What follows belongs to an exercise in optimizing a design on an open flow for small area, a short achievable clock period and few clock cycles per item; a production flow would make more cautious choices.
In this exercise RTL edits were held to simulation tests only and were not proved equivalent to the original.

$ cat flow/design.v
module timing_fsm (
    input  wire        clk,
    input  wire        rst,
    input  wire        advance,
    input  wire [11:0] spt_i,
    input  wire [4:0]  loop_bars_i,
    output reg  [3:0]  bar,
    output reg  [6:0]  tick,
    output reg         tick_start
);
    localparam [6:0] BAR_LEN = 7'd72;
    reg [11:0] sot;         
    reg        sot_last;    
    reg        tick_last;   
    reg        bar_last;    
    wire tick_wrap = advance && sot_last;
    wire bar_wrap  = tick_wrap && tick_last;
    wire sl_hold = (sot + 12'd1 == spt_i);
    wire sl_step = sot_last ? (spt_i == 12'd1) : (sot + 12'd2 == spt_i);
    wire bl_hold = ({1'b0, bar} + 5'd1 == loop_bars_i);
    wire bl_step = bar_last ? (loop_bars_i == 5'd1) : ({1'b0, bar} + 5'd2 == loop_bars_i);
    always @(posedge clk) begin
        if (rst) begin
            bar        <= 4'd0;
            tick       <= 7'd0;
            sot        <= 12'd0;
            tick_start <= 1'b1;
            tick_last  <= 1'b0;
        end else if (advance) begin
            tick_start <= sot_last;
            if (sot_last) begin
                sot       <= 12'd0;
                tick_last <= (tick == BAR_LEN - 7'd2);
                if (tick_last) begin
                    tick <= 7'd0;
                    bar  <= bar_last ? 4'd0 : bar + 4'd1;
                end else begin
                    tick <= tick + 7'd1;
                end
            end else begin
                sot <= sot + 12'd1;
            end
        end
        sot_last <= (advance && !rst) ? sl_step : sl_hold;
        bar_last <= (bar_wrap && !rst) ? bl_step : bl_hold;
    end
endmodule
module ring_ctrl (
    input  wire       clk,
    input  wire       rst,
    input  wire       start_i,
    input  wire       complete_i,
    input  wire       issue,           
    output wire       may_issue,       
    input  wire       frame_done,      
    output reg  [1:0] filling,
    output reg  [4:0] frame_idx,
    output reg        stream_start_o,
    output wire [1:0] stream_slot_o
);
    reg [4:0] i_frame;
    reg [1:0] i_slot;
    reg       i_prefill;
    reg       prefill;
    reg       started;
    reg [1:0] playing;
    assign stream_slot_o = playing;
    assign may_issue = (i_frame != 5'd0) || i_prefill ||
                       (started && (i_slot != playing));
    always @(posedge clk) begin
        if (rst) begin
            i_frame   <= 5'd0;
            i_slot    <= 2'd0;
            i_prefill <= 1'b1;
        end else if (issue) begin
            i_frame <= i_frame + 5'd1;
            if (i_frame == 5'd31) begin
                i_slot <= i_slot + 2'd1;
                if (i_slot == 2'd3)
                    i_prefill <= 1'b0;
            end
        end
    end
    always @(posedge clk) begin
        if (rst) begin
            frame_idx <= 5'd0;
            filling   <= 2'd0;
            prefill   <= 1'b1;
        end else if (frame_done) begin
            frame_idx <= frame_idx + 5'd1;
            if (frame_idx == 5'd31) begin
                filling <= filling + 2'd1;
                if (filling == 2'd3)
                    prefill <= 1'b0;
            end
        end
    end
    always @(posedge clk) begin
        if (rst) begin
            playing        <= 2'd3;
            started        <= 1'b0;
            stream_start_o <= 1'b0;
        end else begin
            stream_start_o <= 1'b0;
            if (!started) begin
                if (start_i && !prefill) begin
                    started        <= 1'b1;
                    playing        <= playing + 2'd1;
                    stream_start_o <= 1'b1;
                end
            end else if (complete_i) begin
                playing        <= playing + 2'd1;
                stream_start_o <= 1'b1;
            end
        end
    end
endmodule
module voice_bank (
    input  wire        clk,
    input  wire        rst,
    input  wire        issue,       
    input  wire        init,        
    input  wire        trig_en,     
    input  wire [2:0]  trig_v,
    input  wire [3:0]  trig_lvl,
    input  wire        sub_en,      
    input  wire [17:0] smp_i,
    input  wire [95:0] len_i,
    output wire        item_last,   
    output wire        item_null,   
    output wire        item_new,    
    output wire [2:0]  item_v,      
    output wire [3:0]  item_lvl,
    output wire        trig_in_i,   
    output reg         samp_re_o,
    output reg  [2:0]  samp_k_o,
    output reg  [11:0] samp_i_o
);
    reg [11:0] pos [0:5];
    reg [3:0]  lvl [0:5];
    reg [5:0]  act;
    reg [5:0]  in_i;
    reg [5:0]  nxt;
    reg [5:0]  pend;
    reg        u_vld;       
    reg [5:0]  u_oh;
    reg [11:0] lenr;
    function [5:0] lowest;
        input [5:0] m;
        lowest = m & (~m + 6'd1);
    endfunction
    function [2:0] enc;
        input [5:0] oh;
        enc = {oh[4] | oh[5], oh[2] | oh[3], oh[1] | oh[3] | oh[5]};
    endfunction
    wire [11:0] pos_inc = samp_i_o + 12'd1;
    wire        wrap    = (pos_inc == lenr);
    wire [5:0]  act_cur = u_vld ? ((act & ~u_oh) | (wrap ? 6'd0 : u_oh)) : act;
    wire [5:0]  t_oh     = 6'd1 << trig_v;
    wire [5:0]  sel      = sub_en ? t_oh : nxt;
    wire        fwd      = u_vld && ((u_oh & nxt) != 6'd0);
    wire        cur_act  = (nxt & act_cur) != 6'd0;
    reg  [11:0] pos_sel;
    reg  [3:0]  lvl_sel;
    reg  [2:0]  k_sel;
    integer v;
    always @(*) begin
        pos_sel = 12'd0;
        lvl_sel = 4'd0;
        k_sel   = 3'd0;
        for (v = 0; v < 6; v = v + 1) begin
            pos_sel = pos_sel | (pos[v] & {12{nxt[v]}});
            lvl_sel = lvl_sel | (lvl[v] & {4{sel[v]}});
            k_sel   = k_sel | (smp_i[3*v +: 3] & {3{sel[v]}});
        end
    end
    wire [11:0] addr    = !cur_act ? 12'd0 : fwd ? pos_inc : pos_sel;
    wire [11:0] len_sel = len_i[12*k_sel +: 12];
    wire [5:0] rest = pend & ~nxt;
    assign item_last = (rest == 6'd0);
    assign item_null = (nxt == 6'd0);
    assign item_new  = !cur_act;
    assign item_v    = enc(sel);
    assign item_lvl  = lvl_sel;
    assign trig_in_i = (in_i & t_oh) != 6'd0;
    wire [5:0] in_next = (issue && !cur_act) ? (in_i | nxt) : in_i;
    wire [5:0] unc     = (issue && cur_act) ? nxt : 6'd0;
    wire [5:0] mask    = (issue && !item_last) ? rest : ~in_next;
    wire [5:0] grp_a   = mask & ~act_cur & ~unc;
    wire [5:0] grp_b   = mask & unc;
    wire [5:0] grp_c   = mask & act_cur & ~unc;
    wire [5:0] choice  = (grp_a != 6'd0) ? lowest(grp_a) :
                         (grp_b != 6'd0) ? grp_b : lowest(grp_c);
    always @(posedge clk) begin
        if (rst) begin
            act       <= 6'd0;
            in_i      <= 6'd0;
            lvl[0] <= 4'd0; lvl[1] <= 4'd0; lvl[2] <= 4'd0;
            lvl[3] <= 4'd0; lvl[4] <= 4'd0; lvl[5] <= 4'd0;
            nxt       <= 6'd0;
            pend      <= 6'd0;
            u_vld     <= 1'b0;
            samp_re_o <= 1'b0;
        end else begin
            u_vld     <= 1'b0;
            samp_re_o <= 1'b0;
            if (u_vld) begin
                act <= act_cur;
                for (v = 0; v < 6; v = v + 1)
                    if (u_oh[v])
                        pos[v] <= wrap ? 12'd0 : pos_inc;
            end
            if (trig_en) begin
                pos[trig_v]  <= 12'd1;
                lvl[trig_v]  <= trig_lvl;
                act[trig_v]  <= 1'b1;
                in_i[trig_v] <= 1'b0;
            end
            if (issue || init) begin
                nxt  <= choice;
                pend <= mask;
                in_i <= in_next;
            end
            if (issue) begin
                samp_re_o <= !item_null;
                u_vld     <= cur_act;
                u_oh      <= nxt;
            end
            if (sub_en)
                samp_re_o <= 1'b1;
        end
        samp_k_o <= k_sel;
        samp_i_o <= sub_en ? 12'd0 : addr;
        lenr     <= len_sel;
    end
endmodule
module emphasis_gain_multiplier (
    input  wire        clk,
    input  wire [2:0]  v1,         
    input  wire [3:0]  lvl1,       
    input  wire        neg1,       
    input  wire        zero1,      
    input  wire [47:0] vol_i,
    input  wire [15:0] s,          
    output reg  [24:0] gs          
);
    reg  [7:0] vol2;
    reg  [3:0] lvl2;
    reg        neg2;
    reg        zero2;
    always @(posedge clk) begin
        vol2  <= vol_i[8*v1 +: 8];
        lvl2  <= lvl1;
        neg2  <= neg1;
        zero2 <= zero1;
    end
    wire [8:0]  gain = {1'b0, lvl2, 3'b000} + {2'b00, lvl2, 2'b00} + {1'b0, vol2};
    wire [10:0] gb   = {1'b0, gain, 1'b0};
    reg  [4:0]  d_neg, d_one, d_two;
    reg  [15:0] s3;
    integer i;
    always @(posedge clk) begin
        for (i = 0; i < 5; i = i + 1) begin
            d_neg[i] <= (gb[2*i+2] ^ neg2) && !zero2;
            d_one[i] <= (gb[2*i+1] ^ gb[2*i]) && !zero2;
            d_two[i] <= ((gb[2*i +: 3] == 3'b011) || (gb[2*i +: 3] == 3'b100)) && !zero2;
        end
        s3 <= s;
    end
    localparam [8:0] K_S1 = 9'b010101011;    
    localparam [8:0] K_S0 = 9'b010101100;    
    wire [24:0] row [0:4];
    genvar g;
    generate
        for (g = 0; g < 5; g = g + 1) begin : rows
            wire [16:0] mag = ({17{d_one[g]}} & {s3[15], s3}) | ({17{d_two[g]}} & {s3, 1'b0});
            wire [16:0] sm  = mag ^ {17{d_neg[g]}};
            if (g == 0) begin : r0
                assign row[g] = {(sm[16] ? K_S1 : K_S0), sm[15:0]};
            end else begin : rn
                assign row[g] = ({8'd0, ~sm[16], sm[15:0]} << (2 * g)) | ({24'd0, d_neg[g-1]} << (2 * g - 2));
            end
        end
    endgenerate
    wire [24:0] row5 = {16'd0, d_neg[4], 8'd0};
    function [49:0] csa;
        input [24:0] x, y, z;
        csa = {((x & y) | (x & z) | (y & z)) << 1, x ^ y ^ z};
    endfunction
    wire [49:0] l1a = csa(row[0], row[1], row[2]);
    wire [49:0] l1b = csa(row[3], row[4], row5);
    wire [49:0] l2  = csa(l1a[24:0], l1a[49:25], l1b[24:0]);
    wire [49:0] l3  = csa(l2[24:0], l2[49:25], l1b[49:25]);
    wire [24:0] sum;
    fast_add #(.W(25)) u_add (.a(l3[24:0]), .b(l3[49:25]), .s(sum));
    always @(posedge clk)
        gs <= sum;
endmodule
module fast_add #(
    parameter W = 8
) (
    input  wire [W-1:0] a,
    input  wire [W-1:0] b,
    output wire [W-1:0] s
);
    assign s = a + b;
endmodule
module mixer_acc (
    input  wire        clk,
    input  wire        rst,
    input  wire [2:0]  v3,         
    input  wire [35:0] pan_i,
    input  wire        from_i3,    
    input  wire        vld,        
    input  wire        to_i,       
    input  wire        last,       
    input  wire [24:0] gs,
    output reg         we,
    output reg  [31:0] word
);
    wire [5:0] pan = pan_i[6*v3 +: 6];
    reg  [2:0] p_neg, p_one, p_two;
    always @(posedge clk) begin
        p_neg[0] <= pan[1];
        p_one[0] <= pan[0];
        p_two[0] <= pan[1] && !pan[0];
        p_neg[1] <= pan[3];
        p_one[1] <= pan[2] ^ pan[1];
        p_two[1] <= (pan[3:1] == 3'b011) || (pan[3:1] == 3'b100);
        p_neg[2] <= 1'b0;
        p_one[2] <= pan[4] ^ pan[3];
        p_two[2] <= (pan[4] && pan[3]) || pan[5];
    end
    reg  [30:0] f_l;
    reg  [25:0] f_s;
    reg  [30:0] i_l;
    reg  [25:0] i_s;
    reg         i_ok;      
    reg         wr;
    reg         use_i, use_f;
    always @(posedge clk) begin
        use_i <= from_i3 && (i_ok || (vld && to_i));
        use_f <= !from_i3;
    end
    wire [30:0] base_l = ({31{use_i}} & i_l) | ({31{use_f}} & f_l);
    wire [25:0] base_s = ({26{use_i}} & i_s) | ({26{use_f}} & f_s);
    localparam [5:0] K_S1 = 6'b101011;    
    localparam [5:0] K_S0 = 6'b101100;    
    wire [30:0] row [0:2];
    genvar g;
    generate
        for (g = 0; g < 3; g = g + 1) begin : rows
            wire [25:0] mag = ({26{p_one[g]}} & {gs[24], gs}) | ({26{p_two[g]}} & {gs, 1'b0});
            wire [25:0] sm  = mag ^ {26{p_neg[g]}};
            if (g == 0) begin : r0
                assign row[g] = {(sm[25] ? K_S1 : K_S0), sm[24:0]};
            end else begin : rn
                assign row[g] = ({5'd0, ~sm[25], sm[24:0]} << (2 * g)) | ({30'd0, p_neg[g-1]} << (2 * g - 2));
            end
        end
    endgenerate
    function [61:0] csa;
        input [30:0] x, y, z;
        csa = {((x & y) | (x & z) | (y & z)) << 1, x ^ y ^ z};
    endfunction
    wire [61:0] l1 = csa(row[0], row[1], row[2]);
    wire [61:0] l2 = csa(l1[30:0], l1[61:31], base_l);
    wire [30:0] n_l;
    fast_add #(.W(31)) u_add (.a(l2[30:0]), .b(l2[61:31]), .s(n_l));
    wire [25:0] n_s = base_s + {gs[24], gs};
    wire [30:0] r = {f_s, 5'b00000} - f_l;
    always @(posedge clk) begin
        if (rst) begin
            i_ok <= 1'b0;
            wr   <= 1'b0;
            we   <= 1'b0;
        end else begin
            if (vld && to_i)
                i_ok <= 1'b1;
            wr <= vld && last;
            we <= wr;
        end
        f_l <= n_l;
        f_s <= n_s;
        if (vld && to_i) begin
            i_l <= n_l;
            i_s <= n_s;
        end
        word <= {f_l[30:15], r[30:15]};
    end
endmodule
module audio_sequencer_timing_fsm (
    input  wire        clk,
    input  wire        rst,             
    input  wire [11:0] spt_i,           
    input  wire [4:0]  loop_bars_i,     
    input  wire [35:0] pan_i,           
    input  wire [47:0] vol_i,           
    input  wire [17:0] smp_i,           
    input  wire [95:0] len_i,           
    input  wire        start_i,
    input  wire        complete_i,
    output wire        stream_start_o,
    output wire [1:0]  stream_slot_o,
    output wire        ring_we_o,
    output wire [1:0]  ring_slot_o,
    output wire [4:0]  ring_frame_o,
    output wire [31:0] ring_wdata_o,
    output reg         song_re_o,
    output wire [3:0]  song_b_o,
    input  wire [2:0]  song_d_i,
    output reg         pat_re_o,
    output reg  [2:0]  pat_p_o,
    output reg  [2:0]  pat_v_o,
    output wire [6:0]  pat_t_o,
    input  wire [7:0]  pat_d_i,
    output wire        samp_re_o,
    output wire [2:0]  samp_k_o,
    output wire [11:0] samp_i_o,
    input  wire [15:0] samp_d_i
);
    wire frame_start;
    wire may_issue;
    ring_ctrl u_ring (
        .clk            (clk),
        .rst            (rst),
        .start_i        (start_i),
        .complete_i     (complete_i),
        .issue          (frame_start),
        .may_issue      (may_issue),
        .frame_done     (ring_we_o),
        .filling        (ring_slot_o),
        .frame_idx      (ring_frame_o),
        .stream_start_o (stream_start_o),
        .stream_slot_o  (stream_slot_o)
    );
    wire [3:0] bar;
    wire [6:0] tick;
    wire       tick_start;
    timing_fsm u_timing (
        .clk         (clk),
        .rst         (rst),
        .advance     (frame_start),
        .spt_i       (spt_i),
        .loop_bars_i (loop_bars_i),
        .bar         (bar),
        .tick        (tick),
        .tick_start  (tick_start)
    );
    assign song_b_o = bar;
    assign pat_t_o  = tick;
    localparam [2:0] S_IDLE  = 3'd0,    
                     S_FRAME = 3'd1,    
                     S_SONG  = 3'd2,    
                     S_SDAT  = 3'd3,    
                     S_PAT   = 3'd4,    
                     S_TRIG  = 3'd5,    
                     S_INIT  = 3'd6,    
                     S_FIRST = 3'd7;    
    reg  [2:0] state;
    reg        pr_vld;         
    reg  [2:0] pr_v;
    reg        pd_vld;         
    reg  [2:0] pd_v;
    reg  [7:0] pd;
    wire       pd_hit = (pd[7:4] == 4'h3) && (pd[3:0] != 4'h0) && (pd[3:0] <= 4'h9);
    wire [3:0] pd_lvl = pd[3:0] - 4'd1;
    wire       trig   = pd_vld && pd_hit;
    assign frame_start = (state == S_IDLE && may_issue && !tick_start) ||
                         (state == S_FIRST);
    wire   issue       = frame_start || (state == S_FRAME);
    wire       item_last, item_null, item_new, trig_in_i;
    wire [2:0] item_v;
    wire [3:0] item_lvl;
    wire       sub = trig && trig_in_i;    
    voice_bank u_voices (
        .clk       (clk),
        .rst       (rst),
        .issue     (issue),
        .init      (state == S_INIT),
        .trig_en   (trig),
        .trig_v    (pd_v),
        .trig_lvl  (pd_lvl),
        .sub_en    (sub),
        .smp_i     (smp_i),
        .len_i     (len_i),
        .item_last (item_last),
        .item_null (item_null),
        .item_new  (item_new),
        .item_v    (item_v),
        .item_lvl  (item_lvl),
        .trig_in_i (trig_in_i),
        .samp_re_o (samp_re_o),
        .samp_k_o  (samp_k_o),
        .samp_i_o  (samp_i_o)
    );
    reg        t1_vld, t1_from, t1_to, t1_last, t1_neg, t1_zero;
    reg  [2:0] t1_v;
    reg  [3:0] t1_lvl;
    always @(posedge clk) begin
        if (rst) begin
            state     <= S_IDLE;
            song_re_o <= 1'b0;
            pat_re_o  <= 1'b0;
            pat_v_o   <= 3'd0;
            pat_p_o   <= 3'd0;
            pr_vld    <= 1'b0;
            pd_vld    <= 1'b0;
            t1_vld    <= 1'b0;
        end else begin
            song_re_o <= 1'b0;
            pr_vld    <= pat_re_o;
            pd_vld    <= pr_vld;
            t1_vld    <= issue || sub;
            case (state)
                S_IDLE: begin
                    if (may_issue && tick_start) begin
                        song_re_o <= 1'b1;
                        state     <= S_SONG;
                    end
                end
                S_SONG: state <= S_SDAT;
                S_SDAT: begin
                    pat_p_o  <= song_d_i;
                    pat_re_o <= 1'b1;
                    pat_v_o  <= 3'd0;
                    state    <= S_PAT;
                end
                S_PAT: begin
                    if (pat_v_o == 3'd5) begin
                        pat_re_o <= 1'b0;
                        state    <= S_TRIG;
                    end else begin
                        pat_v_o <= pat_v_o + 3'd1;
                    end
                end
                S_TRIG: begin
                    if (pd_vld && pd_v == 3'd5)
                        state <= S_INIT;
                end
                S_INIT: state <= S_FIRST;
                default: ;
            endcase
            if (issue)
                state <= item_last ? S_IDLE : S_FRAME;
        end
        pr_v    <= pat_v_o;
        pd_v    <= pr_v;
        pd      <= pat_d_i;
        t1_from <= frame_start || sub;
        t1_to   <= sub || (item_new && !item_null);
        t1_last <= issue && item_last;
        t1_neg  <= sub;
        t1_zero <= issue && item_null;
        t1_v    <= item_v;
        t1_lvl  <= item_lvl;
    end
    reg        t2_vld, t2_from, t2_to, t2_last;
    reg  [2:0] t2_v;
    reg        t3_vld, t3_from, t3_to, t3_last;
    reg  [2:0] t3_v;
    reg        t4_vld, t4_to, t4_last;
    always @(posedge clk) begin
        if (rst) begin
            t2_vld <= 1'b0;
            t3_vld <= 1'b0;
            t4_vld <= 1'b0;
        end else begin
            t2_vld <= t1_vld;
            t3_vld <= t2_vld;
            t4_vld <= t3_vld;
        end
        {t2_from, t2_to, t2_last, t2_v} <= {t1_from, t1_to, t1_last, t1_v};
        {t3_from, t3_to, t3_last, t3_v} <= {t2_from, t2_to, t2_last, t2_v};
        {t4_to, t4_last}                <= {t3_to, t3_last};
    end
    wire [24:0] gs;
    emphasis_gain_multiplier u_gain (
        .clk    (clk),
        .v1     (t1_v),
        .lvl1   (t1_lvl),
        .neg1   (t1_neg),
        .zero1  (t1_zero),
        .vol_i  (vol_i),
        .s      (samp_d_i),
        .gs     (gs)
    );
    mixer_acc u_mix (
        .clk    (clk),
        .rst    (rst),
        .v3     (t3_v),
        .pan_i  (pan_i),
        .from_i3(t3_from),
        .vld    (t4_vld),
        .to_i   (t4_to),
        .last   (t4_last),
        .gs     (gs),
        .we     (ring_we_o),
        .word   (ring_wdata_o)
    );
endmodule
$ cat flow/run.sh
#!/bin/bash
# synth_recipe.tcl (not shown) runs the flow's synth.tcl, then flattens the netlist and writes it again
# the make line also repeats each setting of config.mk as NAME=value (left out here)
make -C /OpenROAD-flow-scripts/flow DESIGN_CONFIG=/design/flow/config.mk WORK_HOME=/design/flow/orfs CLKGATE_MAP_FILE= SYNTH_SCRIPT=/design/flow/synth_recipe.tcl finish
$ cat flow/config.mk
export PLATFORM = sky130hd
export DESIGN_NAME = audio_sequencer_timing_fsm
export DESIGN_NICKNAME = audio_sequencer_timing_fsm
export VERILOG_FILES = /design/flow/design.v
export SDC_FILE = /design/flow/constraint.sdc
export NUM_CORES = 4
export LEC_CHECK = 0
export ABC_CLOCK_PERIOD_IN_PS = 4000
export CAP_MARGIN = 70
export CORE_MARGIN = 2
export CORE_UTILIZATION = 40
export PLACE_DENSITY = 0.6
export SLEW_MARGIN = 70
export SYNTH_HIERARCHICAL = 1
$ cat flow/constraint.sdc
create_clock -name core_clock -period 14.0 [get_ports {clk}]
set_input_delay 2.8000 -clock core_clock [delete_from_list [all_inputs] [get_ports {clk}]]
set_output_delay 2.8000 -clock core_clock [all_outputs]
set_load 0.01 [all_outputs]
==> impl_metrics.tcl, run 1 <==
set metrics [dict create \
    ios 324 \
    synth_top_cells_by_area "dfxtp_1 26%, edfxtp_1 8.4%, ha_1 7.2%" \
    synth-edff-count 87 \
    cts_root_buffer "clkbuf_16" \
    async_flop_share_pct 0 \
    ys_seq_elements 488 \
    slowest_stage "clkdlybuf4s50_1" \
    cts_max_level 2 \
    fp.dieArea_um2 80300 \
    antenna_found_initial 1 \
    ant_nets 0 \
    fmax_ghz 0.217 \
    cp_cell_sequence "clkdlybuf4s50_1" \
    worst_setup_path_end_kind "output port" \
    yosys.cell_count.top_type "dfxtp_1" \
    hold_end "t4_last" \
    synth_top_area_share_pct 25.7 \
    synth_common_cells "401 x dfxtp_1, 393 x nand2_1, 225 x a21oi_1" \
    grt_setup_unrepaired "no" \
    cpLargestDelayFamily "buffers and inverters" \
    holdPathStages 0 \
    finalWorstSetupSlack_ns 9.40 \
    syn_area_per_cell_um2 9.11 \
    yosysWarnings 12 \
    start_util_pct 40.4 \
    ys_seq_area_share_pct 34.1 \
    place_ws_ns 8.81 \
    io_buffers 323 \
    drt_wl_total_mm 91.2 \
    drc 0 \
    post_cts_buffers 0 \
    clock_skew_ns 0.0513 \
    grt_start_max_net_pins 58 \
    place_congestion 0.899 \
    maxCapViolations 0 \
    yosysUniqueCellTypes 124 \
    clock_path_buffers 3 \
    grt_pass1_wl_mm 145 \
    synth_area_um2 31200 \
    area_growth_pct 20.3 \
    first_global_vias 25700 \
    detail_route.wl_per_cell_um 19.3 \
    r2r_setup_slack_ns 9.52 \
    grt.overflow.total 0 \
    final_nets 4167 \
    setup_viol 0 \
    status "complete, no violations" \
    reg2reg_depth 12 \
    crit-reg2reg-launch "u_gain.d_one[1]" \
    clock_sinks 488 \
    cts_resized 0 \
    dr.first_iter.drc_count 1929 \
    syn_inst 3425 \
    slew_violations 0 \
    hold_start "t3_last" \
    synth_flop_cell "dfxtp_1" \
    via_per_inst 5.52 \
    cts_tree "done" \
    path_clk_slew_ns 0.06 \
    post-route-period-util_pct 32.9 \
    cp.arrival_ns 1.80 \
    hold_viol 0 \
    synth_top_area_cell "dfxtp_1" \
    cts-buffers-inserted 56 \
    setup-tns-final_ns 0 \
    slowest_delay_ns 0.64 \
    dr.pass1.iters 6 \
    die_width_um 283 \
    vias 26100 \
    cts_hold_buffers 0 \
    path_buf_inv 1 \
    rows 102 \
    drive_above_1_share_pct 9.92 \
    fillerInstances 7380 \
    period_minus_slack_ns 4.60 \
    timing.rr.end "u_gain.gs[22]" \
    core-area_um2 77300 \
    cp_data_required_time_ns 11.20 \
    clock_latency_ns 0.65 \
    die_h_um 283 \
    hpwl_mm 67.4 \
    cp-start-kind "register" \
    gr-usage-all-layers_pct 22.2 \
    criticalPathCategory "register to output port" \
    hp-class "register to register" \
    crit_fanout 6 \
]
-- kinds of logic (layout without fill, tap and decap cells) --
family / count (synthesis) / in the layout / share of synthesized area [%]
AO/OA/AOI/OAI: 896 / 896 / 20.2
XOR/XNOR: 289 / 289 / 8.39
adder cells (fa/ha/maj): 284 / 284 / 13.8
buffers and inverters: 364 / 623 / 4.93
flip-flops: 488 / 488 / 34.1
multiplexers: 54 / 54 / 2.35
other: 2 / 8 / 0.0241
AND/OR/NAND/NOR: 1048 / 1048 / 16.2
-- layout make-up --
class / count / area (um^2) / share of cell area, %
antenna: 2 / 5.00 / 0.0133
clock buffer: 81 / 1620 / 4.30
clock inverter: 25 / 288 / 0.766
inverter: 154 / 581 / 1.55
multi-input combinational: 2577 / 19500 / 51.8
sequential: 488 / 10700 / 28.6
tap: 1040 / 1300 / 3.46
timing repair buffer: 363 / 3580 / 9.52
-- cells in the final DEF (no fill, tap or decap), drive strengths merged, types with 14 or more instances in the layout --
cell type and count:
a21oi 228, inv 154, edfxtp 87, nor4 15, nand3 130, nor3 42
ha 179, mux4 14, a31oi 26, a222oi 14, nand2 393, or3 16
nor2b 37, buf 41, and2 41, xor2 106, clkbuf 81, nor2 224
o21bai 17, dfxtp 401, clkinv 20, o21ai 115, nand2b 37, a22oi 196
and3 20, mux2i 31, fa 102, xnor2 180, o211ai 16, a211oi 26
clkdlybuf4s50 322, nand4 24, a21o 43, or2 21, o22ai 21, a211o 15
a22o 61, a221oi 14
-- metrics by stage --
step | area [um^2] | utilization, % | cells | hold WS, ns
6_report | 37600 | 48.6 | 4730 | 0.325
5_1_grt | 37600 | 48.6 | 4728 | 0.329
4_1_cts | 37400 | 48.4 | 4726 | 0.326
3_5_place_dp | 35500 | 46.0 | 4620 | 0.312
3_3_place_gp | 35100 | 45.4 | 4614 | 0.310
2_1_floorplan | 31200 | - | 3429 | 0.310
-- per-layer routing --
layer  vias to the layer above  routed length [um]  global-route usage, %
met5                         -                   0                      0
met4                         0                2540                   6.68
met3                       145                4350                   2.54
li1                      12700                   -                      -
met2                       736               42600                   36.6
met1                     12500               41700                   30.4
-- sequential cells by signal, summed over array words and instances, names as in the netlist, 6 cells and up --
signal / cells
pd: 8
u_voices.act: 6
u_timing.sot: 12
u_voices.nxt: 6
u_mix.i_s: 26
u_gain.vol2: 8
u_voices.samp_i_o: 12
u_voices.pos: 72
u_voices.u_oh: 6
u_voices.lenr: 12
u_mix.f_s: 26
u_mix.i_l: 31
u_voices.in_i: 6
u_voices.pend: 6
u_mix.word: 32
u_gain.s3: 16
u_mix.f_l: 31
u_gain.gs: 25
u_timing.tick: 7
u_voices.lvl: 24
-- how the worst max path moves through the flow --
stage	cells past startpoint	startpoint	endpoint	slack [ns]
after floorplan	14	u_mix.p_neg[0]	u_mix.i_l[30]	9.72
after global placement	10	smp_i[12]	u_voices.lenr[10]	8.69
after detailed placement	11	smp_i[6]	u_voices.lenr[4]	8.81
after CTS	1	u_voices.samp_i_o[3]	samp_i_o[3]	9.38
after global routing	12	u_gain.d_one[1]	u_gain.gs[22]	9.25
final	1	u_voices.samp_i_o[5]	samp_i_o[5]	9.40
-- Yosys stat by module (local to each module, per instance), a selection --
module,copies in the design,cells inside,flops+latches
mixer_acc,1,884,159
voice_bank,1,1104,155
emphasis_gain_multiplier,1,476,70
timing_fsm,1,267,27
audio_sequencer_timing_fsm,1,140,57
ring_ctrl,1,93,20
Testbench counts, summed over its fixed seeds: cycles 18,904, frames 16,384.
==> run 2, diff against run 1 <==
--- a/flow/config.mk
+++ b/flow/config.mk
@@ -8,7 +8,7 @@
 export ABC_CLOCK_PERIOD_IN_PS = 4000
 export CAP_MARGIN = 70
 export CORE_MARGIN = 2
-export CORE_UTILIZATION = 40
-export PLACE_DENSITY = 0.6
+export CORE_UTILIZATION = 55
+export PLACE_DENSITY = 0.7
 export SLEW_MARGIN = 70
 export SYNTH_HIERARCHICAL = 1
==> run 2 against run 1 <==
Compared with the run above: largest cell class unchanged; hold slack worse by 0.0018 ns; still clean on timing, DRC and antenna; synthesized cell count stayed put; fmax is 7.4% lower; clock-buffer cell count is 3 lower.
==> impl_metrics.tcl, run 2 <==
set metrics [dict create \
    ios 324 \
    cts-buffers-inserted 55 \
    via_per_inst 6.16 \
    grt.overflow.total 0 \
    largest_reg_flops 72 \
    clock_path_buffers 3 \
    grt_start_max_net_pins 58 \
    hold_viol 0 \
    rows 87 \
    dr.first_iter.drc_count 2413 \
    slew_violations 0 \
    grt_pass1_wl_mm 152 \
    ys_seq_area_share_pct 34.1 \
    post-route-period-util_pct 35.5 \
    synth_top_area_cell "dfxtp_1" \
    period_minus_slack_ns 4.97 \
    cts_max_level 2 \
    grt_setup_unrepaired "no" \
    maxCapViolations 0 \
    hpwl_mm 72.1 \
    ys_seq_elements 488 \
    cp_data_required_time_ns 14.52 \
    syn_inst 3425 \
    drt_wl_total_mm 96.0 \
    vias 27300 \
    synth_flop_cell "dfxtp_1" \
    multiInputGateArea_um2 19500 \
    gr-usage-all-layers_pct 32.2 \
    layout_common_cells "392 x nand2_1, 344 x dfxtp_1, 324 x clkdlybuf4s50_1" \
    path_clk_slew_ns 0.06 \
    status "complete, no violations" \
    first_global_vias 27300 \
    ant_nets 0 \
    cts_root_buffer "clkbuf_16" \
    drc 0 \
    cp.arrival_ns 5.50 \
    synth_area_um2 31200 \
    die_h_um 242 \
    cp-start-kind "register" \
    clock_sinks 488 \
    final_nets 4162 \
    regArea_um2 10700 \
    synth_top_cells_by_area "dfxtp_1 26%, edfxtp_1 8.4%, ha_1 7.2%" \
    worst_setup_path_end_kind "register" \
    clock_skew_ns 0.0205 \
    mostFrequentLayoutCell "nand2_1" \
    dr.pass1.iters 6 \
    reg_top3 "u_voices.pos: 72 flops, u_mix.word: 32 flops" \
    cts_resized 0 \
    drive_above_1_share_pct 9.94 \
    async_flop_share_pct 0 \
    synth_top_area_share_pct 25.7 \
    crit_fanout 17 \
    setup-tns-final_ns 0 \
    finalWorstSetupSlack_ns 9.03 \
    fillerInstances 4601 \
    io_buffers 323 \
    core-area_um2 56300 \
    fmax_ghz 0.201 \
    criticalPathCategory "register to register" \
    final_util_pct 66.1 \
    synth_common_cells "401 x dfxtp_1, 393 x nand2_1, 225 x a21oi_1" \
    top_register "u_voices.pos" \
    setup_viol 0 \
    hp-class "register to register" \
    synth-edff-count 87 \
    post_cts_buffers 0 \
    yosysWarnings 12 \
    place_congestion 1.01 \
    cts_tree "done" \
    cts_hold_buffers 0 \
    clock_latency_ns 0.61 \
    syn_area_per_cell_um2 9.11 \
    area_growth_pct 19.1 \
    start_util_pct 55.5 \
    antenna_found_initial 0 \
    yosys.cell_count.top_type "dfxtp_1" \
    n_antenna_cell 0 \
    fp.dieArea_um2 58700 \
    yosysUniqueCellTypes 124 \
    place_ws_ns 8.99 \
    die_width_um 242 \
    detail_route.wl_per_cell_um 21.6 \
]
## run 2: final timing paths
check	cells past startpoint	endpoint	slack (ns)	from
setup / recovery	13	u_gain.gs[24]	9.03	u_gain.d_one[0]
hold / removal	0	u_gain.zero2	0.32	t1_zero
setup reg to reg	13	u_gain.gs[24]	9.03	u_gain.d_one[0]
hold reg to reg	0	u_gain.zero2	0.32	t1_zero
## run 2: worst max-delay path, stage by stage, from the launching register on
cell and delay [ns]:
dfxtp_2 0.58, a22oi_1 0.17, xnor2_1 0.18, fa_1 0.52, fa_1 0.54, fa_1 0.53
ha_1 0.42, a21oi_1 0.40, o21ai_0 0.15, a221oi_1 0.41, clkdlybuf4s50_1 0.58, nand3b_1 0.08
o221ai_1 0.18, xnor2_1 0.15
## run 2: cell type report
class | count | share of cell area [%]
Clock buffer | 78 | 4.35
Clock inverter | 25 | 0.636
Inverter | 154 | 1.56
Multi-Input combinational cell | 2577 | 52.4
Sequential cell | 488 | 28.9
Tap cell | 756 | 2.54
Timing Repair Buffer | 359 | 9.59
## run 2: metal layers
metal	share of wire, %	routed length (um)	track usage, %
met3	6.9	6640	4.87
met2	48	45900	53.7
met5	0	0	0
met4	2.4	2330	9.51
met1	43	41100	43.3
## run 2: metrics by stage
stage	instance area, um^2	std cells	hold slack [ns]
detailed placement	35100	4331	0.312
floorplan	31200	3429	0.310
CTS	37000	4434	0.326
finish	37200	4437	0.324
global route	37200	4437	0.328
global placement	34700	4324	0.310
## run 2: cells by family (layout without fill, tap and decap cells)
group | count (synthesis) | in the layout | share of synthesized area, %
buffers and inverters | 364 | 616 | 4.93
adders and majority gates | 284 | 284 | 13.8
DFF | 488 | 488 | 34.1
AOI/OAI and AO/OA | 896 | 896 | 20.2
muxes | 54 | 54 | 2.35
xor gates and xnor gates | 289 | 289 | 8.39
other | 2 | 6 | 0.0241
and+or+nand+nor | 1048 | 1048 | 16.2
## run 2: per-module statistics from Yosys, one instance, submodules excluded, a selection
module                      flops+latches  copies in the design
audio_sequencer_timing_fsm             57                     1
emphasis_gain_multiplier               70                     1
mixer_acc                             159                     1
ring_ctrl                              20                     1
timing_fsm                             27                     1
voice_bank                            155                     1
==> run 3, diff against run 2 <==
--- a/flow/design.v
+++ b/flow/design.v
@@ -52,6 +52,7 @@
     input  wire       complete_i,
     input  wire       issue,           
     output wire       may_issue,       
+    input  wire       frame_next,      
     input  wire       frame_done,      
     output reg  [1:0] filling,
     output reg  [4:0] frame_idx,
@@ -62,6 +63,8 @@
     reg [1:0] i_slot;
     reg       i_prefill;
     reg       prefill;
+    reg [6:0] w_cnt;           
+    reg       w_last;          
     reg       started;
     reg [1:0] playing;
     assign stream_slot_o = playing;
@@ -83,16 +86,20 @@
     end
     always @(posedge clk) begin
         if (rst) begin
-            frame_idx <= 5'd0;
-            filling   <= 2'd0;
-            prefill   <= 1'b1;
-        end else if (frame_done) begin
-            frame_idx <= frame_idx + 5'd1;
-            if (frame_idx == 5'd31) begin
-                filling <= filling + 2'd1;
-                if (filling == 2'd3)
-                    prefill <= 1'b0;
+            w_cnt   <= 7'd0;
+            w_last  <= 1'b0;
+            prefill <= 1'b1;
+        end else begin
+            if (frame_next) begin
+                w_cnt  <= w_cnt + 7'd1;
+                w_last <= (w_cnt == 7'd127);
             end
+            if (frame_done && w_last)
+                prefill <= 1'b0;
+        end
+        if (frame_next) begin
+            frame_idx <= w_cnt[4:0];
+            filling   <= w_cnt[6:5];
         end
     end
     always @(posedge clk) begin
@@ -145,6 +152,7 @@
     reg        u_vld;       
     reg [5:0]  u_oh;
     reg [11:0] lenr;
+    reg [11:0] pos_inc;     
     function [5:0] lowest;
         input [5:0] m;
         lowest = m & (~m + 6'd1);
@@ -153,7 +161,6 @@
         input [5:0] oh;
         enc = {oh[4] | oh[5], oh[2] | oh[3], oh[1] | oh[3] | oh[5]};
     endfunction
-    wire [11:0] pos_inc = samp_i_o + 12'd1;
     wire        wrap    = (pos_inc == lenr);
     wire [5:0]  act_cur = u_vld ? ((act & ~u_oh) | (wrap ? 6'd0 : u_oh)) : act;
     wire [5:0]  t_oh     = 6'd1 << trig_v;
@@ -231,6 +238,7 @@
         end
         samp_k_o <= k_sel;
         samp_i_o <= sub_en ? 12'd0 : addr;
+        pos_inc  <= addr + 12'd1;
         lenr     <= len_sel;
     end
 endmodule
@@ -315,6 +323,7 @@
     input  wire        to_i,       
     input  wire        last,       
     input  wire [24:0] gs,
+    output reg         wr,         
     output reg         we,
     output reg  [31:0] word
 );
@@ -336,7 +345,6 @@
     reg  [30:0] i_l;
     reg  [25:0] i_s;
     reg         i_ok;      
-    reg         wr;
     reg         use_i, use_f;
     always @(posedge clk) begin
         use_i <= from_i3 && (i_ok || (vld && to_i));
@@ -421,6 +429,7 @@
 );
     wire frame_start;
     wire may_issue;
+    wire frame_next;
     ring_ctrl u_ring (
         .clk            (clk),
         .rst            (rst),
@@ -428,6 +437,7 @@
         .complete_i     (complete_i),
         .issue          (frame_start),
         .may_issue      (may_issue),
+        .frame_next     (frame_next),
         .frame_done     (ring_we_o),
         .filling        (ring_slot_o),
         .frame_idx      (ring_frame_o),
@@ -595,6 +605,7 @@
         .to_i   (t4_to),
         .last   (t4_last),
         .gs     (gs),
+        .wr     (frame_next),
         .we     (ring_we_o),
         .word   (ring_wdata_o)
     );
--- a/flow/config.mk
+++ b/flow/config.mk
@@ -8,7 +8,7 @@
 export ABC_CLOCK_PERIOD_IN_PS = 4000
 export CAP_MARGIN = 70
 export CORE_MARGIN = 2
-export CORE_UTILIZATION = 55
-export PLACE_DENSITY = 0.7
+export CORE_UTILIZATION = 40
+export PLACE_DENSITY = 0.6
 export SLEW_MARGIN = 70
 export SYNTH_HIERARCHICAL = 1
==> run 3 against run 2 <==
Compared with the run above: still clean on timing, DRC and antenna; critical path depth fell by 1; global-route usage fell by 10 points; fmax rose by 11%; clock-buffer cell count rose by 12; via count fell by 4.7%; hold slack got worse by 0.0027 ns; synthesized area rose by 0.77%; critical path type unchanged; highest routed layer unchanged.
==> impl_metrics.tcl, run 3 <==
set metrics [dict create \
    yosys.cell_count.top_type "dfxtp_1" \
    dr.pass1.iters 6 \
    cts_max_level 2 \
    path_clk_slew_ns 0.06 \
    grt_setup_unrepaired "no" \
    grt.overflow.total 0 \
    grt_pass1_wl_mm 143 \
    synth_area_um2 31500 \
    dr.first_iter.drc_count 1894 \
    worst_setup_path_end_kind "register" \
    cp_data_required_time_ns 14.50 \
    cts-buffers-inserted 58 \
    place_congestion 0.903 \
    rows 102 \
    synth_flop_cell "dfxtp_1" \
    hold_start "t3_to" \
    grt_start_max_net_pins 58 \
    top_register "u_voices.pos" \
    dp_cells 4588 \
    ys_seq_area_share_pct 35.3 \
    timing.rr.end "u_gain.gs[22]" \
    largest_reg_flops 72 \
    fp.dieArea_um2 80900 \
    io_buffers 323 \
    reg2reg_depth 12 \
    synth-edff-count 94 \
    holdPathStages 0 \
    ys_seq_elements 508 \
    hold_end "t4_to" \
    n_antenna_cell 0 \
    post-route-period-util_pct 32.0 \
    clock_skew_ns 0.0175 \
    cp.arrival_ns 4.99 \
    setup-tns-final_ns 0 \
    crit-reg2reg-launch "u_gain.d_one[1]" \
    synth_top_area_cell "dfxtp_1" \
    final_util_pct 48.5 \
    cp-start-kind "register" \
    fmax_ghz 0.223 \
    setup_viol 0 \
    crit_fanout 17 \
    drc 0 \
    start_util_pct 40.5 \
    ios 324 \
    synth_top_area_share_pct 26.3 \
    drt_wl_total_mm 89.4 \
    yosysWarnings 12 \
    maxCapViolations 0 \
    criticalPathCategory "register to register" \
    async_flop_share_pct 0 \
    clock_latency_ns 0.62 \
    synth_common_cells "414 x dfxtp_1, 320 x nor2_1, 268 x nand2_1" \
    antenna_found_initial 2 \
    syn_area_per_cell_um2 9.25 \
    cts_root_buffer "clkbuf_16" \
    r2r_setup_slack_ns 9.52 \
    clock_sinks 508 \
    hp-class "register to register" \
    ant_nets 0 \
    cts_tree "done" \
    mostFrequentLayoutCell "dfxtp_1" \
    hold_viol 0 \
    hpwl_mm 66.8 \
    slew_violations 0 \
    die_width_um 284 \
    vias 26000 \
    post_cts_buffers 0 \
    cts_hold_buffers 0 \
    period_minus_slack_ns 4.48 \
    yosysUniqueCellTypes 129 \
    clock_path_buffers 3 \
    area_growth_pct 19.7 \
    final_nets 4138 \
    detail_route.wl_per_cell_um 19.0 \
    layout_common_cells "368 x dfxtp_1, 323 x clkdlybuf4s50_1, 316 x nor2_1" \
    final_cells 4700 \
    die_h_um 284 \
    synth_top_cells_by_area "dfxtp_1 26%, edfxtp_1 9.0%, ha_1 7.1%" \
    core-area_um2 77600 \
    status "complete, no violations" \
    first_global_vias 25800 \
    cts_resized 0 \
    syn_inst 3400 \
    drive_above_1_share_pct 9.40 \
    reg_top3 "u_voices.pos: 72 flops, u_mix.word: 32 flops" \
    via_per_inst 5.54 \
    gr-usage-all-layers_pct 21.7 \
]
[run 3: cell types whose count changed in the layout (fill, tap and decap cells not counted), sizes merged, moves of 8 or more]
cell,previous run,this run
dfxtp,401,414
o21ai,115,127
a21oi,228,217
nand3,130,110
clkbuf,78,91
nand2,393,270
a21o,43,51
a31oi,26,18
nor2,224,321
nand2b,37,23
xnor2,180,166
xor2,106,115
[run 3: critical path, cell delays in order (launching register included)]
cell and delay, ns:
dfxtp_2 0.61, a22oi_1 0.18, xnor2_1 0.22, fa_1 0.49, fa_1 0.53, fa_1 0.49
ha_1 0.39, a21o_1 0.21, o21ai_0 0.17, nor2b_1 0.30, a211oi_1 0.16, or4b_1 0.50
o211a_1 0.12
[run 3: metrics by stage]
stage                     setup slack (ns)  hold slack, ns  area, um^2
final                                 9.52           0.321       37600
after global routing                  9.26           0.323       37600
after CTS                             9.47           0.320       37500
after detailed placement              9.08           0.313       35700
after global placement                8.86           0.310       35200
after floorplan                       9.72           0.310       31500
[run 3: per-layer routing]
layer / share of wire (%) / routed length, um / GRT usage, % / up-vias
met5: 0 / 0 / 0 / -
met4: 2.6 / 2370 / 6.12 / 0
met3: 5.9 / 5310 / 3.53 / 128
met2: 48 / 43000 / 37.5 / 793
met1: 43 / 38800 / 27.9 / 12500
li1: - / - / - / 12600
[run 3: layout make-up]
| type | count | area (um^2) |
|---|---|---|
| fillers | 7484 | 39900 |
| multi-input cells | 2527 | 19100 |
| flip-flops and latches | 508 | 11200 |
| repair buffers | 363 | 3630 |
| clock buffers | 90 | 1660 |
| well taps | 1040 | 1300 |
| inverters | 154 | 582 |
| clock inverters | 18 | 184 |
[run 3: Yosys stat by module (local to each module, per instance), excerpt]
module	area (um^2)	times used	cells
audio_sequencer_timing_fsm	1730	1	140
voice_bank	8490	1	1085
timing_fsm	2090	1	267
mixer_acc	9480	1	867
emphasis_gain_multiplier	5330	1	476
ring_ctrl	1120	1	104
[run 3: worst max path at each step]
stage | start | end | slack [ns] | cells after the start
after floorplan | u_mix.p_neg[0] | u_mix.i_l[30] | 9.72 | 14
after global placement | rst | u_voices.lvl[1][1] | 8.86 | 5
after detailed placement | smp_i[1] | u_voices.lenr[4] | 9.08 | 10
after CTS | pat_v_o[2] | pat_v_o[2] | 9.47 | 1
after global routing | pd[0] | u_voices.lenr[1] | 9.26 | 16
final | u_gain.d_one[1] | u_gain.gs[22] | 9.52 | 12
[run 3: cells by family (layout without fill, tap and decap cells)]
group / Yosys count / after routing / synth area share (%)
xor+xnor: 281 / 281 / 7.97
other cells: 2 / 6 / 0.0239
flops: 508 / 508 / 35.3
compound gates: 888 / 888 / 20.0
fa+ha+maj: 283 / 283 / 13.7
mux: 59 / 59 / 2.51
simple gates: 1010 / 1010 / 15.5
buf+inv: 369 / 625 / 5.08
Testbench counts of run 3, summed over its fixed seeds: cycles 18,904, frames 16,384.
==> run 4, diff against run 3 <==
--- a/flow/design.v
+++ b/flow/design.v
@@ -9,40 +9,27 @@
     output reg         tick_start
 );
     localparam [6:0] BAR_LEN = 7'd72;
-    reg [11:0] sot;         
-    reg        sot_last;    
-    reg        tick_last;   
-    reg        bar_last;    
-    wire tick_wrap = advance && sot_last;
-    wire bar_wrap  = tick_wrap && tick_last;
-    wire sl_hold = (sot + 12'd1 == spt_i);
-    wire sl_step = sot_last ? (spt_i == 12'd1) : (sot + 12'd2 == spt_i);
-    wire bl_hold = ({1'b0, bar} + 5'd1 == loop_bars_i);
-    wire bl_step = bar_last ? (loop_bars_i == 5'd1) : ({1'b0, bar} + 5'd2 == loop_bars_i);
+    reg  [11:0] left;       
+    wire next_start = tick_start ? (spt_i == 12'd1) : (left == 12'd2);
+    wire tick_last  = (tick == BAR_LEN - 7'd1);
+    wire bar_last   = ({1'b0, bar} + 5'd1 == loop_bars_i);
     always @(posedge clk) begin
         if (rst) begin
             bar        <= 4'd0;
             tick       <= 7'd0;
-            sot        <= 12'd0;
             tick_start <= 1'b1;
-            tick_last  <= 1'b0;
         end else if (advance) begin
-            tick_start <= sot_last;
-            if (sot_last) begin
-                sot       <= 12'd0;
-                tick_last <= (tick == BAR_LEN - 7'd2);
+            tick_start <= next_start;
+            left       <= tick_start ? spt_i : left - 12'd1;
+            if (next_start) begin
                 if (tick_last) begin
                     tick <= 7'd0;
                     bar  <= bar_last ? 4'd0 : bar + 4'd1;
                 end else begin
                     tick <= tick + 7'd1;
                 end
-            end else begin
-                sot <= sot + 12'd1;
             end
         end
-        sot_last <= (advance && !rst) ? sl_step : sl_hold;
-        bar_last <= (bar_wrap && !rst) ? bl_step : bl_hold;
     end
 endmodule
 module ring_ctrl (
@@ -472,9 +459,8 @@
     reg  [2:0] pr_v;
     reg        pd_vld;         
     reg  [2:0] pd_v;
-    reg  [7:0] pd;
-    wire       pd_hit = (pd[7:4] == 4'h3) && (pd[3:0] != 4'h0) && (pd[3:0] <= 4'h9);
-    wire [3:0] pd_lvl = pd[3:0] - 4'd1;
+    reg        pd_hit;         
+    reg  [3:0] pd_lvl;         
     wire       trig   = pd_vld && pd_hit;
     assign frame_start = (state == S_IDLE && may_issue && !tick_start) ||
                          (state == S_FIRST);
@@ -556,7 +542,8 @@
         end
         pr_v    <= pat_v_o;
         pd_v    <= pr_v;
-        pd      <= pat_d_i;
+        pd_hit  <= (pat_d_i[7:4] == 4'h3) && (pat_d_i[3:0] != 4'h0) && (pat_d_i[3:0] <= 4'h9);
+        pd_lvl  <= pat_d_i[3:0] - 4'd1;
         t1_from <= frame_start || sub;
         t1_to   <= sub || (item_new && !item_null);
         t1_last <= issue && item_last;
--- a/flow/config.mk
+++ b/flow/config.mk
@@ -5,10 +5,9 @@
 export SDC_FILE = /design/flow/constraint.sdc
 export NUM_CORES = 4
 export LEC_CHECK = 0
-export ABC_CLOCK_PERIOD_IN_PS = 4000
-export CAP_MARGIN = 70
+export CAP_MARGIN = 20
 export CORE_MARGIN = 2
 export CORE_UTILIZATION = 40
 export PLACE_DENSITY = 0.6
-export SLEW_MARGIN = 70
+export SLEW_MARGIN = 20
 export SYNTH_HIERARCHICAL = 1
==> run 4 against run 3 <==
Compared with the run above: wire length is 5.8% lower; synthesized cell count fell by 5.4%; via count is 5.7% lower; critical path depth unchanged; critical path type unchanged; clock-buffer cell count down 18.
==> impl_metrics.tcl, run 4 <==
set metrics [dict create \
    final_cells 4520 \
    cts_hold_buffers 0 \
    area_growth_pct 19.3 \
    cpLargestDelayFamily "adder cells" \
    reg_top3 "u_voices.pos: 72 flops, u_mix.word: 32 flops" \
    worst_setup_path_end_kind "register" \
    cts-buffers-inserted 55 \
    hpwl_mm 62.4 \
    mostFrequentLayoutCell "dfxtp_1" \
    post-route-period-util_pct 36.2 \
    place_congestion 0.896 \
    slowest_stage "dfxtp_1" \
    syn_inst 3218 \
    holdPathStages 0 \
    path_clk_slew_ns 0.07 \
    r2r_setup_slack_ns 8.93 \
    reg2reg_depth 12 \
    cp_cell_sequence "a22oi_1 > xor2_1 > fa_1 > inv_1 > fa_1 > ha_1 > nand2_1 > nor3_1 > nand3_1 > a2111oi_0 > nor3_1 > xnor2_1" \
    slowest_delay_ns 0.92 \
    setup_viol 0 \
    worst_pin_slew_ns 1.10 \
    synth-edff-count 106 \
    slew_violations 0 \
    synth_top_area_share_pct 25.9 \
    multiInputGateArea_um2 18100 \
    ios 324 \
    fmax_ghz 0.197 \
    die_width_um 281 \
    gr-usage-all-layers_pct 21.0 \
    dp_cells 4415 \
    drt_wl_total_mm 84.2 \
    yosysWarnings 12 \
    regArea_um2 11100 \
    max-slew-margin-rel_pct 26.6 \
    cp-start-kind "register" \
    io_buffers 323 \
    grt.overflow.total 0 \
    status "complete, no violations" \
    synth_common_cells "396 x dfxtp_1, 290 x nor2_1, 200 x a21oi_1" \
    ys_seq_area_share_pct 36.3 \
    top_register "u_voices.pos" \
    finalWorstSetupSlack_ns 8.93 \
    period_minus_slack_ns 5.07 \
    crit-reg2reg-launch "u_mix.p_two[0]" \
    cts_tree "done" \
    clock_latency_ns 0.62 \
    clock_sinks 502 \
    ant_nets 0 \
    cts_max_level 2 \
    timing.rr.end "u_mix.i_l[27]" \
    fp.dieArea_um2 78800 \
    maxCapViolations 0 \
    cp_data_required_time_ns 14.34 \
    synth_top_area_cell "dfxtp_1" \
    hold_end "pd_v[0]" \
    rows 101 \
    largest_reg_flops 72 \
    dr.pass1.iters 6 \
    drc 0 \
    synth_top_cells_by_area "dfxtp_1 26%, edfxtp_1 10%, ha_1 7.1%" \
    final_nets 3964 \
    cp.arrival_ns 5.41 \
    grt_setup_unrepaired "no" \
    setup-tns-final_ns 0 \
    syn_area_per_cell_um2 9.52 \
    antenna_found_initial 2 \
    hp-class "register to register" \
    layout_common_cells "394 x dfxtp_1, 322 x clkdlybuf4s50_1, 289 x nor2_1" \
    start_util_pct 40.3 \
    vias 24500 \
    clock_path_buffers 3 \
    path_buf_inv 1 \
    synth_flop_cell "dfxtp_1" \
    cts_resized 0 \
    core-area_um2 75900 \
    final_util_pct 48.1 \
    die_h_um 281 \
    drive_above_1_share_pct 7.71 \
    post_cts_buffers 0 \
    ys_seq_elements 502 \
    clock_skew_ns 0.0140 \
    via_per_inst 5.43 \
    dr.first_iter.drc_count 1906 \
    cts_root_buffer "clkbuf_16" \
    crit_fanout 25 \
    fillerInstances 7176 \
    hold_viol 0 \
    detail_route.wl_per_cell_um 18.6 \
    yosysUniqueCellTypes 118 \
    first_global_vias 24000 \
    grt_start_max_net_pins 59 \
    criticalPathCategory "register to register" \
    grt_pass1_wl_mm 133 \
    async_flop_share_pct 0 \
    yosys.cell_count.top_type "dfxtp_1" \
    synth_area_um2 30600 \
    place_ws_ns 8.84 \
    hold_start "pr_v[0]" \
]
==> run 4: Yosys stat by module (local to each module, per instance), a selection <==
| module | area [um^2] | flip-flops and latches | times used | cells |
|---|---|---|---|---|
| mixer_acc | 9490 | 159 | 1 | 872 |
| voice_bank | 8420 | 167 | 1 | 1006 |
| emphasis_gain_multiplier | 5330 | 70 | 1 | 476 |
| audio_sequencer_timing_fsm | 1620 | 54 | 1 | 142 |
| timing_fsm | 1450 | 24 | 1 | 157 |
| ring_ctrl | 1120 | 28 | 1 | 104 |
==> run 4: worst max-delay path by stage <==
| stage | to | depth (start not counted) | slack [ns] | start |
|---|---|---|---|---|
| 6_report | u_mix.i_l[27] | 12 | 8.93 | u_mix.p_two[0] |
| 5_1_grt | u_voices.lenr[0] | 14 | 8.76 | pd_v[0] |
| 4_1_cts | u_mix.i_l[27] | 12 | 9.08 | u_mix.p_two[0] |
| 3_5_place_dp | u_voices.lenr[0] | 7 | 8.84 | smp_i[0] |
| 3_3_place_gp | u_voices.lenr[7] | 7 | 8.89 | smp_i[0] |
| 2_1_floorplan | u_mix.i_l[30] | 14 | 9.72 | u_mix.p_neg[0] |
==> run 4: layout make-up <==
cell class	instances	area share [%]
Multi-Input combinational cell	2370	49.5
Sequential cell	502	30.4
Timing Repair Buffer	357	9.54
Clock buffer	72	4.33
Tap cell	1030	3.53
Inverter	156	1.60
Clock inverter	32	1.04
Antenna cell	1	0.00685
==> run 4: cell families after synthesis <==
family                   share of synthesized area [%]
AO/OA/AOI/OAI                                     19.4
adder cells (fa/ha/maj)                           13.9
buffers and inverters                             4.79
flip-flops                                        36.3
XOR/XNOR                                          8.01
multiplexers                                      4.09
other                                           0.0245
AND/OR/NAND/NOR                                   13.5
==> run 4: stage by stage <==
step	instance area [um^2]	hold slack, ns
detailed placement	34600	0.312
CTS	36500	0.326
global route	36500	0.329
finish	36500	0.324
global placement	34600	0.311
floorplan	30700	0.310
==> run 4: routing by layer <==
metal / vias up / share of wire (%) / GRT usage, %
li1: 12000 / - / -
met1: 11700 / 44 / 27.5
met2: 717 / 48 / 35.8
met3: 129 / 5.6 / 2.99
met4: 0 / 2.7 / 5.95
met5: - / 0 / 0
Testbench counts of run 4, summed over its fixed seeds: cycles 18,904, frames 16,384.
==> run 5, diff against run 4 <==
--- a/flow/config.mk
+++ b/flow/config.mk
@@ -5,9 +5,10 @@
 export SDC_FILE = /design/flow/constraint.sdc
 export NUM_CORES = 4
 export LEC_CHECK = 0
-export CAP_MARGIN = 20
+export ABC_CLOCK_PERIOD_IN_PS = 4000
+export CAP_MARGIN = 70
 export CORE_MARGIN = 2
 export CORE_UTILIZATION = 40
 export PLACE_DENSITY = 0.6
-export SLEW_MARGIN = 20
+export SLEW_MARGIN = 70
 export SYNTH_HIERARCHICAL = 1
==> run 5 against run 4 <==
Compared with the run above: clock-buffer cell count increased by 1; register-to-register slack gained 0.51 ns; wire length about the same; synthesized cell count unchanged; utilization increased by 0.70 points; hold slack lost 0.00060 ns; synthesized area unchanged; worst setup slack gained 0.51 ns; sequential share of layout area down 0.28 points.
==> impl_metrics.tcl, run 5 <==
set metrics [dict create \
    status "complete, no violations" \
    hp-class "register to register" \
    first_global_vias 23900 \
    fmax_ghz 0.220 \
    yosys.cell_count.top_type "dfxtp_1" \
    cts_max_level 2 \
    grt_pass1_wl_mm 133 \
    synth_area_um2 30600 \
    antenna_found_initial 2 \
    grt.overflow.total 0 \
    cts-buffers-inserted 55 \
    slowest_stage "dfxtp_2" \
    setup_viol 0 \
    grt_start_max_net_pins 59 \
    ant_nets 0 \
    largest_reg_flops 72 \
    syn_inst 3218 \
    cts_hold_buffers 0 \
    cts_root_buffer "clkbuf_16" \
    grt_setup_unrepaired "no" \
    layout_common_cells "364 x dfxtp_1, 323 x clkdlybuf4s50_1, 286 x nor2_1" \
    maxCapViolations 0 \
    cpLargestDelayFamily "adder cells" \
    cp_cell_sequence "a22oi_1 > xnor2_1 > fa_1 > fa_1 > fa_1 > ha_1 > a21oi_1 > o21ai_0 > a221oi_1 > clkdlybuf4s25_1 > nand3b_1 > o221ai_1 > xnor2_1" \
    final_cells 4531 \
    ys_seq_area_share_pct 36.3 \
    synth_common_cells "396 x dfxtp_1, 290 x nor2_1, 200 x a21oi_1" \
    detail_route.wl_per_cell_um 18.6 \
    synth_top_area_cell "dfxtp_1" \
    dr.first_iter.drc_count 1809 \
    n_antenna_cell 0 \
    final_nets 3977 \
    die_h_um 281 \
    post-route-period-util_pct 32.5 \
    drc 0 \
    period_minus_slack_ns 4.55 \
    cts_tree "done" \
    cp.arrival_ns 5.08 \
    synth_flop_cell "dfxtp_1" \
    reg_top3 "u_voices.pos: 72 flops, u_mix.word: 32 flops" \
    area_growth_pct 21.0 \
    path_buf_inv 1 \
    vias 24500 \
    slowest_delay_ns 0.57 \
    rows 101 \
    synth_top_cells_by_area "dfxtp_1 26%, edfxtp_1 10%, ha_1 7.1%" \
    worst_setup_path_end_kind "register" \
    syn_area_per_cell_um2 9.52 \
    criticalPathCategory "register to register" \
    io_buffers 323 \
    ios 324 \
    path_clk_slew_ns 0.07 \
    start_util_pct 40.3 \
    hpwl_mm 62.9 \
    cp-start-kind "register" \
    clock_sinks 502 \
    place_area_um2 34900 \
    via_per_inst 5.40 \
    setup-tns-final_ns 0 \
    place_congestion 0.896 \
    yosysUniqueCellTypes 118 \
    async_flop_share_pct 0 \
    cp_data_required_time_ns 14.53 \
    post_cts_buffers 0 \
    synth_top_area_share_pct 25.9 \
    dr.pass1.iters 6 \
    crit_top_cell "fa_1" \
    clock_path_buffers 3 \
    crit_fanout 17 \
    top_register "u_voices.pos" \
    fin_hold_ws_ns 0.323 \
    fp.dieArea_um2 78800 \
    dp_cells 4422 \
    drt_wl_total_mm 84.3 \
    mostFrequentLayoutCell "dfxtp_1" \
    final_area_um2 37100 \
    yosysWarnings 12 \
    drive_above_1_share_pct 10.1 \
    ys_seq_elements 502 \
    slew_violations 0 \
    synth-edff-count 106 \
    core-area_um2 75900 \
    cts_resized 0 \
    clock_latency_ns 0.63 \
    gr-usage-all-layers_pct 21.1 \
    die_width_um 281 \
    hold_viol 0 \
    clock_skew_ns 0.0423 \
]
[run 5: changes by cell type in the layout (fill, tap and decap cells not counted), moves of 5 or more]
cell     previous run  this run
buf_4              35        30
buf_8               0         5
dfxtp_1           394       364
dfxtp_2             2        24
dfxtp_4             0         8
o21ai_0           130       116
o21ai_1             4        12
or2_2              20        14
or2_4               0         6
[run 5: area by class of cell]
class	instances	area (um^2)
fillers	7155	38900
multi-input cells	2370	18400
flip-flops and latches	502	11200
repair buffers	370	3710
clock buffers	73	1600
well taps	1030	1290
inverters	156	586
clock inverters	30	335
[run 5: cells by family after synthesis]
kind of cell / count (synthesis) / synth area share [%]
buffers and inverters: 350 / 4.79
adders and majority gates: 279 / 13.9
xor gates and xnor gates: 275 / 8.01
muxes: 103 / 4.09
and+or+nand+nor: 852 / 13.5
AOI/OAI and AO/OA: 855 / 19.4
DFF: 502 / 36.3
other: 2 / 0.0245
[run 5: worst paths after layout]
| kind | start | end | slack (ns) | cells past startpoint |
|---|---|---|---|---|
| setup / recovery | u_gain.d_one[1] | u_gain.gs[24] | 9.45 | 13 |
| hold / removal | t1_lvl[0] | u_gain.lvl2[0] | 0.32 | 0 |
| setup reg to reg | u_gain.d_one[1] | u_gain.gs[24] | 9.45 | 13 |
| hold reg to reg | t1_lvl[0] | u_gain.lvl2[0] | 0.32 | 0 |
[run 5: modules after synthesis (local to each module, per instance), a selection]
module / cells / copies in the design / flops+latches / area (um^2)
voice_bank: 1006 / 1 / 167 / 8420
audio_sequencer_timing_fsm: 142 / 1 / 54 / 1620
emphasis_gain_multiplier: 476 / 1 / 70 / 5330
mixer_acc: 872 / 1 / 159 / 9490
timing_fsm: 157 / 1 / 24 / 1450
ring_ctrl: 104 / 1 / 28 / 1120
[run 5: per-stage QoR]
stage	setup WS (ns)	utilization (%)
2_1_floorplan	9.72	-
3_3_place_gp	8.89	45.5
4_1_cts	9.44	48.5
5_1_grt	9.16	48.8
6_report	9.45	48.8
3_5_place_dp	9.01	46.0
[run 5: metal layers]
layer	global-route usage [%]	part of all wire [%]	vias to the layer above
met5	0	0	-
met4	6.79	3.0	0
met3	3.22	5.3	134
met2	35.2	48	656
met1	27.9	44	11700
li1	-	-	12000

-- port drivers added, routing unchanged --
Ports are ideal in the flow. The routed layouts listed here were re-timed in OpenROAD. Step 1 sets driving cells, clkbuf_16 on the clock port and buf_2 on the other inputs (assumed; they add their load-dependent delay and slew). Step 2 adds t to the input delays and takes it off the output delays; t is the mean of the earliest and latest rising clock arrival at the registers after step 1. Input paths then give back, and output paths get back, about the clock's delay inside the block. a / b / c = ideal / step 1 / step 2; a / b = the first two.
run	t (ns)	setup WS [ns]	worst setup path at the end	latest minus earliest clock arrival (ns)	pins driven straight from the clock port
run 1	0.686	9.398 / 9.335 / 8.940	input to register	0.051 / 0.051	1
run 2	0.665	9.027 / 9.027 / 8.977	input to register	0.022 / 0.021	1
run 3	0.674	9.516 / 9.461 / 9.069	input to register	0.019 / 0.018	1
run 4	0.685	8.932 / 8.932 / 8.829	input to register	0.015 / 0.015	1
run 5	0.679	9.447 / 9.420 / 9.042	input to register	0.047 / 0.047	1
After both steps every run listed still meets setup and hold. For run 1, which loses most, drivers alone change the setup slack by -0.063 ns; drivers and shift together by -0.458 ns.
